Context: an optimization exercise on an open-source flow, tuned for small area, a short achievable clock period and few clock cycles. The choices shown serve that exercise and are no tape-out recipe.
At most, simulation tests tie the RTL to the original design; equivalence was not proved.
No activity file was given, so power comes from the tool's default toggle rates.

==> module dust_crc_table, before the edit <==
module dust_crc_table (
    input  wire        clk,
    input  wire        rst,
    input  wire        bld_valid,
    input  wire [15:0] bld_poly,
    output wire        bld_ready,
    output wire        tbl_valid,
    output reg  [15:0] poly,
    output reg  [7:1]  d
);
    reg built;
    always @(posedge clk) begin
        if (rst)
            built <= 1'b0;
        else if (bld_valid)
            built <= 1'b1;
    end
    always @(posedge clk) begin
        if (!built)
            poly <= bld_poly;
    end
    reg [7:0] dd;
    integer n, m;
    always @* begin
        dd = 8'd1;
        for (n = 1; n < 8; n = n + 1) begin
            dd[n] = 1'b0;
            for (m = 1; m <= n; m = m + 1)
                dd[n] = dd[n] ^ (poly[16-m] & dd[n-m]);
        end
    end
    always @(posedge clk)
        d <= dd[7:1];
    assign bld_ready = !built;
    assign tbl_valid = built;
endmodule
==> module dust_tx, before the edit <==
module dust_tx (
    input  wire        clk,
    input  wire        rst,
    input  wire        enable,
    input  wire [15:0] poly,
    input  wire [7:1]  d,
    input  wire        hdr_valid,
    input  wire [1:0]  opcode,
    input  wire [1:0]  len_code,
    input  wire        ack,
    input  wire [10:0] pkt_num,
    output reg         hdr_ready,
    input  wire        in_valid,
    input  wire [7:0]  in_data,
    output reg         in_ready,
    output reg         out_valid,
    output reg  [7:0]  out_data,
    output reg         out_last,
    input  wire        out_ready
);
    localparam O_IDLE = 2'd0;
    localparam O_HDR  = 2'd1;
    localparam O_PAY  = 2'd2;
    localparam O_CRC  = 2'd3;
    reg        in_pay;       
    reg [7:0]  icnt;         
    reg        hpend;        
    reg [15:0] hi16;         
    reg        sv;           
    reg [7:0]  sd;           
    reg        sl;           
    reg [1:0]  ost;
    reg [1:0]  hcnt;
    reg [15:0] crc;
    wire [15:0] crc_next;
    dust_crc_step u_step (.poly(poly), .d(d), .crc(crc), .b(out_data), .crc_next(crc_next));
    wire hacc  = hdr_valid && hdr_ready;
    wire pacc  = in_valid && in_ready;
    wire plast = (icnt == 8'd0);
    wire ofree = !out_valid || out_ready;
    wire xfer  = out_valid && out_ready;
    wire st_idle = (ost == O_IDLE);
    wire st_hdr  = (ost == O_HDR);
    wire st_pay  = (ost == O_PAY);
    wire st_crc  = (ost == O_CRC);
    wire start   = st_idle && hpend && enable;
    wire       load      = start || st_hdr || st_crc || (st_pay && (sv || pacc));
    wire       pay_last  = sv ? sl : plast;
    wire [7:0] pay_data  = sv ? sd : in_data;
    wire [7:0] load_data = st_pay ? pay_data : st_crc ? crc_next[15:8] : hi16[15:8];
    wire take = st_pay && ofree;
    wire sv_n     = (sv || pacc) && !take;
    wire in_pay_n = hacc || (in_pay && !(pacc && plast));
    wire hpend_n  = hacc || (hpend && !(start && ofree));
    always @(posedge clk) begin
        if (rst) begin
            in_pay    <= 1'b0;
            hpend     <= 1'b0;
            sv        <= 1'b0;
            hdr_ready <= 1'b0;
            in_ready  <= 1'b0;
            ost       <= O_IDLE;
            out_valid <= 1'b0;
            crc       <= 16'h0000;
        end else begin
            in_pay    <= in_pay_n;
            hpend     <= hpend_n;
            sv        <= sv_n;
            hdr_ready <= !in_pay_n && !hpend_n;
            in_ready  <= in_pay_n && !sv_n;
            if (xfer)
                crc <= crc_next;
            if (ofree) begin
                out_valid <= load;
                if (start)
                    ost <= O_HDR;
                else if (st_hdr && hcnt == 2'd3)
                    ost <= O_PAY;
                else if (st_pay && load && pay_last)
                    ost <= O_CRC;
                else if (st_crc && hcnt == 2'd1)
                    ost <= O_IDLE;
            end
        end
    end
    always @(posedge clk) begin
        if (hacc)
            hi16 <= {opcode, len_code, ack, pkt_num};
        else if (ofree && (start || st_hdr))
            hi16 <= {hi16[7:0], ~hi16[15:8]};
        if (hacc)
            icnt <= (8'd32 << len_code) - 8'd1;
        else if (pacc)
            icnt <= icnt - 8'd1;
        if (pacc) begin
            sd <= in_data;
            sl <= plast;
        end
        if (ofree) begin
            out_data <= load_data;
            out_last <= st_crc && (hcnt == 2'd1);
            if (start)
                hcnt <= 2'd1;
            else if (st_hdr || st_crc)
                hcnt <= hcnt + 2'd1;
        end
    end
endmodule
export LEC_CHECK = 0
export CAP_MARGIN = 20
export CELL_PAD_IN_SITES_DETAIL_PLACEMENT = 1
export CELL_PAD_IN_SITES_GLOBAL_PLACEMENT = 2
export CORE_MARGIN = 2
export CORE_UTILIZATION = 30
export PLACE_DENSITY = 0.45
export SLEW_MARGIN = 20
export SYNTH_MEMORY_MAX_BITS = 8192
create_clock -name core_clock -period 10.0 [get_ports {clk}]
standard.sh (not shown) runs the stock make flow with config.mk's settings and CLKGATE_MAP_FILE= SYNTH_SCRIPT=/design/flow/synth_recipe.tcl, a recipe that flattens the netlist after the stock synthesis.
==> flow/flow/run.sh <==
#!/bin/bash
# Layout flow: the standard flow with ports buffered by buf_2 and the
# timing repair aiming for 6.5 ns of setup slack.
bash standard.sh finish BUFFER_PORTS_ARGS="-buffer_cell sky130_fd_sc_hd__buf_2" SETUP_SLACK_MARGIN=6.5 > standard.log 2>&1
Testbench counts at the start, summed over its fixed seeds: cycles 13,087.
==> next run, changes <==
--- a/flow/design.v
+++ b/flow/design.v
@@ -9,11 +9,15 @@
     output reg  [7:1]  d
 );
     reg built;
-    always @(posedge clk) begin
-        if (rst)
+    reg empty;       
+    always @(posedge clk) begin
+        if (rst) begin
             built <= 1'b0;
-        else if (bld_valid)
+            empty <= 1'b1;
+        end else if (bld_valid) begin
             built <= 1'b1;
+            empty <= 1'b0;
+        end
     end
     always @(posedge clk) begin
         if (!built)
@@ -31,7 +35,7 @@
     end
     always @(posedge clk)
         d <= dd[7:1];
-    assign bld_ready = !built;
+    assign bld_ready = empty;
     assign tbl_valid = built;
 endmodule
 module dust_crc_step (
@@ -142,15 +146,15 @@
         end
     end
     always @(posedge clk) begin
-        if (hacc)
+        if (hdr_ready)
             hi16 <= {opcode, len_code, ack, pkt_num};
         else if (ofree && (start || st_hdr))
             hi16 <= {hi16[7:0], ~hi16[15:8]};
-        if (hacc)
+        if (hdr_ready)
             icnt <= (8'd32 << len_code) - 8'd1;
         else if (pacc)
             icnt <= icnt - 8'd1;
-        if (pacc) begin
+        if (in_ready) begin
             sd <= in_data;
             sl <= plast;
         end
The changed run produced a clean layout.
Clock-buffer cell count does not change.
Synthesized cell count went down by about 0.75%.
Routed wire length drops by about 2%.
Non-clock buffer count is lower by 5.
Power rose by 8.4%.
For the second run of this note, only the layout was checked, not whether the RTL still works.

before:
dust_frame_engine, a different RTL version from the one above (not shown whole).
For scale: ~1200 cells after synthesis, ~140 flip-flops.
==> module dust_tx, before the edit <==
module dust_tx (
    input  wire        clk,
    input  wire        rst,
    input  wire        enable,
    input  wire [15:0] poly,
    input  wire [7:1]  d,
    input  wire        hdr_valid,
    input  wire [1:0]  opcode,
    input  wire [1:0]  len_code,
    input  wire        ack,
    input  wire [10:0] pkt_num,
    output reg         hdr_ready,
    input  wire        in_valid,
    input  wire [7:0]  in_data,
    output reg         in_ready,
    output reg         out_valid,
    output reg  [7:0]  out_data,
    output reg         out_last,
    input  wire        out_ready
);
    localparam O_IDLE = 2'd0;
    localparam O_HDR  = 2'd1;
    localparam O_PAY  = 2'd2;
    localparam O_CRC  = 2'd3;
    reg        in_pay;       
    reg        hpend;        
    reg [15:0] hi16;         
    reg        sv;           
    reg        sl;           
    reg [1:0]  ost;
    reg [1:0]  hcnt;
    reg [15:0] crc;
    wire [15:0] crc_next;
    dust_crc_step u_step (.poly(poly), .d(d), .crc(crc), .b(out_data), .crc_next(crc_next));
    wire hacc  = hdr_valid && hdr_ready;
    wire pacc  = in_valid && in_ready;
    wire plast = (hi16[15:8] == 8'd0);
    wire ofree = !out_valid || out_ready;
    wire xfer  = out_valid && out_ready;
    wire st_idle = (ost == O_IDLE);
    wire st_hdr  = (ost == O_HDR);
    wire st_pay  = (ost == O_PAY);
    wire st_crc  = (ost == O_CRC);
    wire start   = st_idle && hpend && enable;
    wire hdr_end = st_hdr && (hcnt == 2'd3);
    wire       load      = start || st_hdr || st_crc || (st_pay && (sv || pacc));
    wire       pay_last  = sv ? sl : plast;
    wire [7:0] pay_data  = sv ? hi16[7:0] : in_data;
    wire [7:0] load_data = st_pay ? pay_data : st_crc ? crc_next[15:8] : hi16[15:8];
    wire take = st_pay && ofree;
    wire sv_n     = (sv || pacc) && !take;
    wire in_pay_n = hacc || (in_pay && !(pacc && plast));
    wire hpend_n  = hacc || (hpend && !(start && ofree));
    always @(posedge clk) begin
        if (rst) begin
            in_pay    <= 1'b0;
            hpend     <= 1'b0;
            sv        <= 1'b0;
            hdr_ready <= 1'b0;
            in_ready  <= 1'b0;
            ost       <= O_IDLE;
            out_valid <= 1'b0;
            crc       <= 16'h0000;
        end else begin
            in_pay    <= in_pay_n;
            hpend     <= hpend_n;
            sv        <= sv_n;
            hdr_ready <= !in_pay_n && !hpend_n && !sv_n;
            in_ready  <= in_pay_n && !sv_n && (st_pay || (hdr_end && ofree));
            if (xfer)
                crc <= crc_next;
            if (ofree) begin
                out_valid <= load;
                if (start)
                    ost <= O_HDR;
                else if (hdr_end)
                    ost <= O_PAY;
                else if (st_pay && load && pay_last)
                    ost <= O_CRC;
                else if (st_crc && hcnt == 2'd1)
                    ost <= O_IDLE;
            end
        end
    end
    always @(posedge clk) begin
        if (hdr_ready)
            hi16 <= {opcode, len_code, ack, pkt_num};
        else if (ofree && hdr_end)
            hi16[15:8] <= (8'd32 << hi16[5:4]) - 8'd1;
        else if (ofree && (start || st_hdr))
            hi16 <= {hi16[7:0], ~hi16[15:8]};
        else begin
            if (pacc)
                hi16[15:8] <= hi16[15:8] - 8'd1;
            if (in_ready)
                hi16[7:0] <= in_data;
        end
        if (in_ready)
            sl <= plast;
        if (ofree) begin
            out_data <= load_data;
            out_last <= st_crc && (hcnt == 2'd1);
            if (start)
                hcnt <= 2'd1;
            else if (st_hdr || st_crc)
                hcnt <= hcnt + 2'd1;
        end
    end
endmodule
==> module dust_rx, before the edit <==
module dust_rx (
    input  wire        clk,
    input  wire        rst,
    input  wire        enable,
    input  wire [15:0] poly,
    input  wire [7:1]  d,
    input  wire        in_valid,
    input  wire [7:0]  in_data,
    output reg         in_ready,
    output reg         res_valid,
    output reg         res_hdr_ok,
    output reg         res_crc_ok,
    output wire [31:0] res_hdr,
    output wire [15:0] res_residue
);
    reg        rv;           
    reg [7:0]  rd;
    reg        hold;         
    reg        body;         
    reg        first;        
    reg [1:0]  hcnt;
    reg [31:0] hdr_word;     
    reg [15:0] crc;
    assign res_hdr     = hdr_word;
    assign res_residue = crc;
    wire [15:0] crc_base = first ? 16'h0000 : crc;
    wire [15:0] crc_next;
    dust_crc_step u_step (.poly(poly), .d(d), .crc(crc_base), .b(rd), .crc_next(crc_next));
    wire [31:0] hdr_full = {hdr_word[23:0], rd};
    wire        hdr_good = (hdr_full[31:16] ^ hdr_full[15:0]) == 16'hFFFF;
    wire [1:0]  hdr_len  = hdr_full[29:28];
    wire proc     = rv && !hold;
    wire hdr_end  = !body && (hcnt == 2'd3);
    wire body_end = body && (hdr_word[8:0] == 9'd0);
    wire fr_end   = proc && (body_end || (hdr_end && !hdr_good));
    always @(posedge clk) begin
        if (rst) begin
            rv        <= 1'b0;
            in_ready  <= 1'b0;
            hold      <= 1'b0;
            body      <= 1'b0;
            first     <= 1'b1;
            hcnt      <= 2'd0;
            res_valid <= 1'b0;
        end else begin
            rv        <= (rv && hold) || (in_valid && in_ready);
            in_ready  <= enable && !fr_end;
            hold      <= fr_end;
            res_valid <= hold;
            if (proc) begin
                first <= fr_end;
                if (!body) begin
                    hcnt <= hcnt + 2'd1;
                    if (hdr_end && hdr_good)
                        body <= 1'b1;
                end else if (body_end)
                    body <= 1'b0;
            end
        end
    end
    always @(posedge clk) begin
        if (!hold)
            rd <= in_data;
        if (proc) begin
            crc <= crc_next;
            if (!body) begin
                hdr_word   <= hdr_full;
                res_hdr_ok <= hdr_good;
                if (hdr_end && hdr_good)
                    hdr_word[8:0] <= (9'd32 << hdr_len) + 9'd1;
            end else if (body_end)
                hdr_word[8:0] <= ~hdr_word[24:16];
            else
                hdr_word[8:0] <= hdr_word[8:0] - 9'd1;
        end
        if (hold)
            res_crc_ok <= res_hdr_ok && (crc == 16'h0000);
    end
endmodule
Settings: LEC_CHECK=0, CAP_MARGIN=20, CELL_PAD_IN_SITES_DETAIL_PLACEMENT=1, CELL_PAD_IN_SITES_GLOBAL_PLACEMENT=2, CORE_MARGIN=2, CORE_UTILIZATION=50, CTS_BUF_LIST=sky130_fd_sc_hd__clkbuf_8, PLACE_DENSITY=0.65, SLEW_MARGIN=20, SYNTH_MEMORY_MAX_BITS=8192; clock period 10.0 ns.
Scripts as last shown in full above: flow/flow/run.sh
## Diff of input files: after against before
diff --git a/flow/design.v b/flow/design.v
--- a/flow/design.v
+++ b/flow/design.v
@@ -85,6 +85,7 @@
     localparam O_PAY  = 2'd2;
     localparam O_CRC  = 2'd3;
     reg        in_pay;       
+    reg [7:0]  icnt;         
     reg        hpend;        
     reg [15:0] hi16;         
     reg        sv;           
@@ -96,7 +97,7 @@
     dust_crc_step u_step (.poly(poly), .d(d), .crc(crc), .b(out_data), .crc_next(crc_next));
     wire hacc  = hdr_valid && hdr_ready;
     wire pacc  = in_valid && in_ready;
-    wire plast = (hi16[15:8] == 8'd0);
+    wire plast = (icnt == 8'd0);
     wire ofree = !out_valid || out_ready;
     wire xfer  = out_valid && out_ready;
     wire st_idle = (ost == O_IDLE);
@@ -147,16 +148,14 @@
     always @(posedge clk) begin
         if (hdr_ready)
             hi16 <= {opcode, len_code, ack, pkt_num};
-        else if (ofree && hdr_end)
-            hi16[15:8] <= (8'd32 << hi16[5:4]) - 8'd1;
         else if (ofree && (start || st_hdr))
             hi16 <= {hi16[7:0], ~hi16[15:8]};
-        else begin
-            if (pacc)
-                hi16[15:8] <= hi16[15:8] - 8'd1;
-            if (in_ready)
-                hi16[7:0] <= in_data;
-        end
+        else if (in_ready)
+            hi16[7:0] <= in_data;
+        if (hdr_ready)
+            icnt <= (8'd32 << len_code) - 8'd1;
+        else if (pacc)
+            icnt <= icnt - 8'd1;
         if (in_ready)
             sl <= plast;
         if (ofree) begin
@@ -190,7 +189,8 @@
     reg        body;         
     reg        first;        
     reg [1:0]  hcnt;
-    reg [31:0] hdr_word;     
+    reg [8:0]  cnt;          
+    reg [31:0] hdr_word;
     reg [15:0] crc;
     assign res_hdr     = hdr_word;
     assign res_residue = crc;
@@ -202,7 +202,7 @@
     wire [1:0]  hdr_len  = hdr_full[29:28];
     wire proc     = rv && !hold;
     wire hdr_end  = !body && (hcnt == 2'd3);
-    wire body_end = body && (hdr_word[8:0] == 9'd0);
+    wire body_end = body && (cnt == 9'd0);
     wire fr_end   = proc && (body_end || (hdr_end && !hdr_good));
     always @(posedge clk) begin
         if (rst) begin
@@ -237,12 +237,10 @@
             if (!body) begin
                 hdr_word   <= hdr_full;
                 res_hdr_ok <= hdr_good;
-                if (hdr_end && hdr_good)
-                    hdr_word[8:0] <= (9'd32 << hdr_len) + 9'd1;
-            end else if (body_end)
-                hdr_word[8:0] <= ~hdr_word[24:16];
-            else
-                hdr_word[8:0] <= hdr_word[8:0] - 9'd1;
+                if (hdr_end)
+                    cnt <= (9'd32 << hdr_len) + 9'd1;
+            end else
+                cnt <= cnt - 9'd1;
         end
         if (hold)
             res_crc_ok <= res_hdr_ok && (crc == 16'h0000);
--- outcome ---
Worst path setup slack after routing across before and after: no real change. Critical path's slowest cell = sky130_fd_sc_hd__dfxtp_1: after; critical path's slowest cell = sky130_fd_sc_hd__xnor3_4: before. before ended up with u_tx.out_data[2] as its last element of the critical path; after ended up with tx_hdr_ready. Summary: with before as the reference, total placed cells including tap cells in after moved down by a few percent. Relative contribution of sequential cells to total power, before and after: larger value in after. before -> after: number of H-tree levels delta 0, exact match. [after vs before] fraction of area in multi-input gates: lower in after. On after: worst slew slack as a fraction of its limit is 0.80 points lower than what before gave. Total number of cells along the worst setup path on after is down relative to before. Changes observed in after relative to before: achievable clock frequency held steady, final hold slack shows an increase of 0.0073 ns, synthesized cell count saw a decrease.
Function was not checked in any run of this note: the RTL went through the layout flow alone.

## afterwards: timing with drivers on the ports
In the flow no input, the clock included, has a driving cell. The finished layouts below were timed again as built, in two steps. Step 1 (the two cells are an assumption about what drives the block):
set clk [get_ports {clk}]
set_driving_cell -lib_cell sky130_fd_sc_hd__clkbuf_16 $clk
set_driving_cell -lib_cell sky130_fd_sc_hd__buf_2 [delete_from_list [all_inputs] $clk]
Step 2 also shifts input and output timing later by t, the mid clock arrival at the registers, as if the neighbouring blocks saw the same clock. a / b / c = ideal ports / drivers / drivers and shift; a / b = the first two.
run | t, ns | setup slack, ns | worst slew at a driven data input, ns | pins driven straight from the clock port
the first run of note 1 | 0.496 | 6.610 / 6.556 / 6.328 | 0.06 | 1
the second run of note 1 | 0.495 | 6.609 / 6.555 / 6.572 | 0.06 | 1
before | 0.508 | 6.638 / 6.598 / 6.235 | 0.05 | 1
after | 0.508 | 6.640 / 6.597 / 6.217 | 0.05 | 1
After both steps setup and hold are still met in every run listed. For after, which loses most, drivers alone change the setup slack by -0.043 ns; drivers and shift together by -0.423 ns.
